Context: an optimization exercise on an open-source flow, tuned for small area. The choices shown serve that exercise and are no tape-out recipe. In this exercise RTL edits were held to simulation tests only and were not proved equivalent to the original.

==> trial 41 <==
==> flow/design.v <==
module ninepin_core (
    input  wire        clk,
    input  wire        rst,
    input  wire        step,
    input  wire        trig,
    input  wire        iec_clk,
    input  wire        iec_data,
    input  wire        iec_atn,
    input  wire [31:0] now_us,
    input  wire        rd_req,
    input  wire [31:0] rd_count,
    output wire        data_pull,
    output wire        busy,
    output reg         ev_valid,
    output wire [21:0] ev,
    output wire        rd_busy,
    output wire        rd_valid,
    output wire [15:0] rd_frame,
    output wire        rd_done
);
    localparam EOI_PULSE_US = 80;
    localparam ST_IDLE0       = 4'b0000;    
    localparam ST_IDLE1       = 4'b0100;    
    localparam ST_IDLE_FRAME  = 4'b0101;    
    localparam ST_IDLE_STO    = 4'b0010;
    localparam ST_IDLE_BTO0   = 4'b0011;
    localparam ST_IDLE_BTO1   = 4'b0111;
    localparam ST_WAIT_START  = 4'b1000;
    localparam ST_BIT_READY   = 4'b1001;
    localparam ST_BIT_SAMPLE  = 4'b1010;
    localparam ST_BIT_RELEASE = 4'b1011;
    genvar i;
    reg [3:0]  st;
    reg [2:0]  idx;
    reg [7:0]  acc;         
    reg        eoi;
    reg [31:0] t_anchor;
    wire in_eoi = st[3] & st[2];
    assign busy      = st[3];
    assign data_pull = in_eoi | (~st[3] & st[2] & ~st[1]);
    wire [13:0] k_pulse    = {st[1:0], eoi, idx, acc};
    wire        abort_flag = (k_pulse[13:8] == 6'd0);
    wire [14:0] bw;                     
    wire [13:0] el;
    assign bw[0] = 1'b0;
    generate for (i = 0; i < 14; i = i + 1) begin : g_el
        assign el[i]   = now_us[i] ^ t_anchor[i] ^ bw[i];
        assign bw[i+1] = (~now_us[i] & t_anchor[i]) |
                         (~(now_us[i] ^ t_anchor[i]) & bw[i]);
    end endgenerate
    wire [18:0] hc;
    wire [17:0] hd;
    assign hc[0] = bw[14];
    generate for (i = 0; i < 18; i = i + 1) begin : g_eh
        assign hd[i]   = now_us[14+i] ^ t_anchor[14+i] ^ hc[i];
        assign hc[i+1] = hc[i] & t_anchor[14+i];
    end endgenerate
    wire el_big = |hd;
    localparam [13:0] C_TO = 14'd10001, C_EOI = 14'd200;
    wire [14:0] b_to, b_eoi, b_k;
    assign b_to[0] = 1'b0; assign b_eoi[0] = 1'b0; assign b_k[0] = 1'b0;
    generate for (i = 0; i < 14; i = i + 1) begin : g_cmp
        if (C_TO[i])  assign b_to[i+1]  = ~el[i] | b_to[i];
        else          assign b_to[i+1]  = ~el[i] & b_to[i];
        if (C_EOI[i]) assign b_eoi[i+1] = ~el[i] | b_eoi[i];
        else          assign b_eoi[i+1] = ~el[i] & b_eoi[i];
        assign b_k[i+1] = (~el[i] & k_pulse[i]) | (~(el[i] ^ k_pulse[i]) & b_k[i]);
    end endgenerate
    wire timed_out = el_big | ~b_to[14];
    wire ge_eoi    = el_big | ~b_eoi[14];
    wire ge_pulse  = el_big | ~b_k[14];
    localparam [13:0] C_PL = EOI_PULSE_US;
    wire [13:0] el_a = el & {14{~timed_out}};
    wire [14:0] pc;
    wire [13:0] kl;
    assign pc[0] = 1'b0;
    generate for (i = 0; i < 14; i = i + 1) begin : g_pl
        if (C_PL[i]) begin
            assign kl[i]    = ~(el_a[i] ^ pc[i]);
            assign pc[i+1]  = el_a[i] | pc[i];
        end else begin
            assign kl[i]    = el_a[i] ^ pc[i];
            assign pc[i+1]  = el_a[i] & pc[i];
        end
    end endgenerate
    wire [9:0]  new_frame = {~iec_atn, eoi, acc};
    reg  [9:0]  wbuf;       
    reg  [5:0]  head;
    always @(posedge clk) begin
        if (rst) begin
            st       <= ST_IDLE0;
            ev_valid <= 1'b0;
            head     <= 6'd0;
        end else begin
            ev_valid <= step;
            if (step) begin
                if (in_eoi) begin
                    if (ge_pulse) begin
                        eoi <= 1'b1;
                        st  <= abort_flag ? ST_IDLE_STO : ST_WAIT_START;
                    end
                end else begin
                    case (st)
                        ST_WAIT_START: begin
                            if (!iec_clk) begin
                                idx      <= 3'd0;
                                t_anchor <= now_us;
                                st       <= ST_BIT_READY;
                            end else if (!eoi && ge_eoi) begin
                                if (timed_out)
                                    t_anchor <= now_us;
                                {st[1:0], eoi, idx, acc} <= kl;
                                st[3:2] <= 2'b11;
                            end else if (timed_out) begin
                                st <= ST_IDLE_STO;
                            end
                        end
                        ST_BIT_READY: begin
                            if (iec_clk)
                                st <= ST_BIT_SAMPLE;
                            else if (timed_out)
                                st <= ST_IDLE_BTO0;
                        end
                        ST_BIT_SAMPLE: begin
                            acc      <= {iec_data, acc[7:1]};
                            t_anchor <= now_us;
                            st       <= ST_BIT_RELEASE;
                        end
                        ST_BIT_RELEASE: begin
                            if (!iec_clk || timed_out) begin
                                if (idx != 3'd7 && !iec_clk) begin
                                    idx      <= idx + 3'd1;
                                    t_anchor <= now_us;
                                    st       <= ST_BIT_READY;
                                end else if (idx != 3'd7) begin
                                    st <= ST_IDLE_BTO1;
                                end else begin
                                    head <= head + 6'd1;
                                    wbuf <= new_frame;
                                    st   <= ST_IDLE_FRAME;
                                end
                            end
                        end
                        default: begin
                            if (!st[3] && trig) begin
                                t_anchor <= now_us;
                                eoi      <= 1'b0;
                                idx      <= 3'd0;
                                st       <= ST_WAIT_START;
                            end else begin
                                st <= {1'b0, data_pull & ~st[3], 2'b00};
                            end
                        end
                    endcase
                end
            end
        end
    end
    wire ev_frame = ~st[3] & ~st[1] & st[0];
    wire ev_bto   = ~st[3] & st[1] & st[0];
    assign ev = {6'd0, wbuf & {10{ev_frame}}, ev_bto & st[2],
                 idx & {3{ev_bto}}, st[1:0] & {2{~st[3]}}};
    reg [3:0]   rot;
    always @(posedge clk) begin
        if (rst) rot <= 4'd0;
        else     rot <= rot + 4'd1;
    end
    wire        wr_here = (head[3:0] == rot);
    wire [1:0]  wring   = head[5:4] - {1'b0, head[3:0] == 4'd0};
    reg [159:0] ring0, ring1, ring2, ring3;
    always @(posedge clk) begin
        ring0 <= {ring0[9:0], (wr_here && wring == 2'd0) ? wbuf : ring0[159:150], ring0[149:10]};
        ring1 <= {ring1[9:0], (wr_here && wring == 2'd1) ? wbuf : ring1[159:150], ring1[149:10]};
        ring2 <= {ring2[9:0], (wr_here && wring == 2'd2) ? wbuf : ring2[159:150], ring2[149:10]};
        ring3 <= {ring3[9:0], (wr_here && wring == 2'd3) ? wbuf : ring3[159:150], ring3[149:10]};
    end
    reg       rd_active;
    reg [5:0] rd_ptr;       
    reg [5:0] tail;
    wire [5:0] available = head - tail;
    wire       req_big   = |rd_count[31:7];
    wire       take_all  = req_big || !(rd_count[6:1] < available);
    wire [5:0] rd_next   = rd_ptr + 6'd1;
    always @(posedge clk) begin
        if (rst) begin
            rd_active <= 1'b0;
            tail      <= 6'd0;
        end else if (!rd_active) begin
            if (rd_req) begin
                rd_active <= 1'b1;
                rd_ptr    <= tail;
                tail      <= take_all ? head : tail + rd_count[6:1];
            end
        end else begin
            if (rd_ptr == tail)
                rd_active <= 1'b0;
            else
                rd_ptr <= rd_next;
        end
    end
    wire [3:0] rpos = rd_ptr[3:0] - rot;
    wire [15:0] pos_oh = 16'd1 << rpos;
    reg  [9:0] r0, r1, r2, r3;
    integer q;
    always @(*) begin
        r0 = 10'd0; r1 = 10'd0; r2 = 10'd0; r3 = 10'd0;
        for (q = 0; q < 16; q = q + 1) begin
            r0 = r0 | (ring0[q*10 +: 10] & {10{pos_oh[q]}});
            r1 = r1 | (ring1[q*10 +: 10] & {10{pos_oh[q]}});
            r2 = r2 | (ring2[q*10 +: 10] & {10{pos_oh[q]}});
            r3 = r3 | (ring3[q*10 +: 10] & {10{pos_oh[q]}});
        end
    end
    wire [9:0] rword = rd_ptr[5] ? (rd_ptr[4] ? r3 : r2) : (rd_ptr[4] ? r1 : r0);
    assign rd_busy  = rd_active;
    assign rd_valid = rd_active && (rd_ptr != tail);
    assign rd_done  = rd_active && (rd_ptr == tail);
    wire rd_newest = (rd_next == head);
    assign rd_frame = {6'd0, rd_newest ? wbuf : rword};
endmodule
==> flow/flow/run.sh <==
#!/bin/bash
# Own layout flow: the standard ORFS flow (standard.sh) with
#  - the standard synthesis script, but an area-oriented ABC mapping script,
#  - port buffers of the smallest buffer cell (every port is still buffered),
#  - clock tree synthesis with small clock buffers and no dummy loads.
# Each tool's full output is in orfs/logs/ (ORFS's per-step logs) and in
# flow_make.log here.
set -euo pipefail
W=$(pwd)
export FLOW_WORK=$W
export MY_ABC_SCRIPT=$W/flow/abc.script
export BUFFER_PORTS_ARGS="-buffer_cell sky130_fd_sc_hd__buf_1"
export CTS_ARGS="-sink_clustering_enable -repair_clock_nets -dont_use_dummy_load -buf_list sky130_fd_sc_hd__clkbuf_8 -sink_clustering_size 18 -sink_clustering_max_diameter 45"
sed "s|SYNTH_SCRIPT=[^ ]*synth_recipe.tcl|SYNTH_SCRIPT=$W/flow/my_synth.tcl|" standard.sh > my_standard.sh
grep -q "SYNTH_SCRIPT=$W/flow/my_synth.tcl" my_standard.sh
bash my_standard.sh finish > flow_make.log 2>&1
test -s out/final.def
==> flow/flow/abc.script <==
strash
&get -n
&fraig -x
&put
scorr
dc2
dretime
strash
&get -n
&dch -f
&nf
&put
==> flow/flow/my_synth.tcl <==
# The standard flow's synthesis script (synth_recipe.tcl, unchanged), with the ABC
# technology-mapping script replaced by an area-oriented one.  ABC maps only
# the combinational logic: the registers are mapped by dfflibmap before it,
# so they are exactly those of the standard synthesis.
proc abc {args} {
  set i [lsearch $args -script]
  if {$i >= 0} {
    set args [lreplace $args [expr {$i + 1}] [expr {$i + 1}] $::env(MY_ABC_SCRIPT)]
  }
  yosys abc {*}$args
}
source $::env(FLOW_WORK)/synth_recipe.tcl
==> flow/standard.sh <==
#!/bin/bash
# synth_recipe.tcl (not shown) runs the flow's synth.tcl, then flattens the netlist and writes it again
# the make line also repeats each setting of config.mk as NAME=value (left out here)
make -C /OpenROAD-flow-scripts/flow DESIGN_CONFIG=/design/flow/config.mk WORK_HOME=/design/flow/orfs CLKGATE_MAP_FILE= SYNTH_SCRIPT=/design/flow/synth_recipe.tcl "${@:-finish}"
==> flow/config.mk <==
export PLATFORM = sky130hd
export DESIGN_NAME = ninepin_core
export DESIGN_NICKNAME = ninepin_core
export VERILOG_FILES = /design/flow/design.v
export SDC_FILE = /design/flow/constraint.sdc
export NUM_CORES = 4
export LEC_CHECK = 0
export CAP_MARGIN = 20
export CORE_MARGIN = 2
export CORE_UTILIZATION = 40
export SLEW_MARGIN = 20
==> flow/constraint.sdc <==
create_clock -name core_clock -period 10.0 [get_ports {clk}]
set_input_delay 2.0000 -clock core_clock [delete_from_list [all_inputs] [get_ports {clk}]]
set_output_delay 2.0000 -clock core_clock [all_outputs]
set_load 0.01 [all_outputs]
==> trial 90 (differences from trial 41) <==
--- a/flow/design.v
+++ b/flow/design.v
@@ -70,19 +70,19 @@
     wire ge_eoi    = el_big | ~b_eoi[14];
     wire ge_pulse  = el_big | ~b_k[14];
     localparam [13:0] C_PL = EOI_PULSE_US;
-    wire [13:0] el_a = el & {14{~timed_out}};
     wire [14:0] pc;
-    wire [13:0] kl;
+    wire [13:0] el_p;
     assign pc[0] = 1'b0;
     generate for (i = 0; i < 14; i = i + 1) begin : g_pl
         if (C_PL[i]) begin
-            assign kl[i]    = ~(el_a[i] ^ pc[i]);
-            assign pc[i+1]  = el_a[i] | pc[i];
+            assign el_p[i]  = ~(el[i] ^ pc[i]);
+            assign pc[i+1]  = el[i] | pc[i];
         end else begin
-            assign kl[i]    = el_a[i] ^ pc[i];
-            assign pc[i+1]  = el_a[i] & pc[i];
-        end
-    end endgenerate
+            assign el_p[i]  = el[i] ^ pc[i];
+            assign pc[i+1]  = el[i] & pc[i];
+        end
+    end endgenerate
+    wire [13:0] kl = timed_out ? C_PL : el_p;
     wire [9:0]  new_frame = {~iec_atn, eoi, acc};
     reg  [9:0]  wbuf;       
     reg  [5:0]  head;
@@ -177,9 +177,11 @@
     reg       rd_active;
     reg [5:0] rd_ptr;       
     reg [5:0] tail;
-    wire [5:0] available = head - tail;
+    wire [5:0] rc        = rd_count[6:1];
     wire       req_big   = |rd_count[31:7];
-    wire       take_all  = req_big || !(rd_count[6:1] < available);
+    wire [6:0] t_rc      = {1'b0, tail} + {1'b0, rc};
+    wire       h_wrap    = head < tail;
+    wire       take_all  = req_big || !(t_rc < {h_wrap, head});
     wire [5:0] rd_next   = rd_ptr + 6'd1;
     always @(posedge clk) begin
         if (rst) begin
@@ -188,18 +190,19 @@
         end else if (!rd_active) begin
             if (rd_req) begin
                 rd_active <= 1'b1;
-                rd_ptr    <= tail;
-                tail      <= take_all ? head : tail + rd_count[6:1];
+                tail      <= take_all ? head : t_rc[5:0];
             end
         end else begin
             if (rd_ptr == tail)
                 rd_active <= 1'b0;
-            else
-                rd_ptr <= rd_next;
-        end
-    end
+        end
+    end
+    always @(posedge clk)
+        rd_ptr <= rd_active ? rd_next : tail;
+    wire rd_newest = (rd_next == head);
     wire [3:0] rpos = rd_ptr[3:0] - rot;
     wire [15:0] pos_oh = 16'd1 << rpos;
+    wire [3:0]  ring_oh = (4'd1 << rd_ptr[5:4]) & {4{~rd_newest}};
     reg  [9:0] r0, r1, r2, r3;
     integer q;
     always @(*) begin
@@ -211,10 +214,11 @@
             r3 = r3 | (ring3[q*10 +: 10] & {10{pos_oh[q]}});
         end
     end
-    wire [9:0] rword = rd_ptr[5] ? (rd_ptr[4] ? r3 : r2) : (rd_ptr[4] ? r1 : r0);
+    wire [9:0] rword = (r0 & {10{ring_oh[0]}}) | (r1 & {10{ring_oh[1]}}) |
+                       (r2 & {10{ring_oh[2]}}) | (r3 & {10{ring_oh[3]}}) |
+                       (wbuf & {10{rd_newest}});
     assign rd_busy  = rd_active;
     assign rd_valid = rd_active && (rd_ptr != tail);
     assign rd_done  = rd_active && (rd_ptr == tail);
-    wire rd_newest = (rd_next == head);
-    assign rd_frame = {6'd0, rd_newest ? wbuf : rword};
+    assign rd_frame = {6'd0, rword};
 endmodule
==> flow/flow/run.sh (replaced) <==
#!/bin/bash
# Own layout flow: the standard ORFS flow (standard.sh) with
#  - the standard synthesis script, but adders left to ABC (no full-adder
#    cell extraction) and an area-oriented ABC mapping script,
#  - port buffers of the smallest buffer cell (every port is still buffered),
#  - clock tree synthesis with clkbuf_8 buffers, small sink clusters and no
#    dummy loads.
# Each tool's full output is in orfs/logs/ (ORFS's per-step logs) and in
# flow_make.log here.
set -euo pipefail
W=$(pwd)
export FLOW_WORK=$W
export MY_ABC_SCRIPT=$W/flow/abc.script
export BUFFER_PORTS_ARGS="-buffer_cell sky130_fd_sc_hd__buf_1"
export CTS_ARGS="-sink_clustering_enable -repair_clock_nets -dont_use_dummy_load -buf_list sky130_fd_sc_hd__clkbuf_8 -sink_clustering_size 18 -sink_clustering_max_diameter 45"
sed "s|SYNTH_SCRIPT=[^ ]*synth_recipe.tcl|SYNTH_SCRIPT=$W/flow/my_synth.tcl ADDER_MAP_FILE=|" standard.sh > my_standard.sh
grep -q "SYNTH_SCRIPT=$W/flow/my_synth.tcl ADDER_MAP_FILE=" my_standard.sh
bash my_standard.sh finish > flow_make.log 2>&1
test -s out/final.def
==> summary of the runs <==
Trial 90 produced a clean layout. Trial 41 completed and failed the layout checks on negative setup slack. Against trial 90, the utilization of trial 41 is higher by 0.83 points. Between trial 90 and trial 41, the lower non-clock buffer count is in trial 90 (gap 10). Of trial 90 and trial 41, trial 41 has the higher synthesized cell count (gap 3.6%, measured against trial 41). In trial 90 the clock skew is lower than in trial 41, by 0.027 ns. Between trial 41 and trial 90, the lower setup slack is in trial 41 (gap 1.2 ns). Die area: trial 90 is smaller than trial 41 (about 2.5%). First-iteration DRC count: trial 90 is smaller than trial 41 (about 2.2%).

afterwards: timing with drivers on the ports:
No port has a modelled driver above. Below, the same layouts with a new extraction and two added sets of constraints.
Step 1: set_driving_cell puts a clkbuf_16 on clk and a buf_2 on each other input, an assumption about the parent block.
Step 2 moves the port delays by t, midway between the first and last clock arrival at a register: inputs arrive t later, outputs are due t later. That takes back most of the time a late clock gives input paths.
a / b / c = ideal / step 1 / step 2; a / b = the first two.
run	t, ns	setup WS [ns]	worst data-port slew with drivers (ns)
trial 41	0.701	-0.569 / -0.555 / -1.256	0.05
trial 90	0.705	0.658 / 0.670 / -0.035	0.05
Met with ideal ports but missed after step 2: setup timing in trial 90. For trial 90, which loses most, drivers alone change the setup slack by +0.012 ns; drivers and shift together by -0.693 ns.
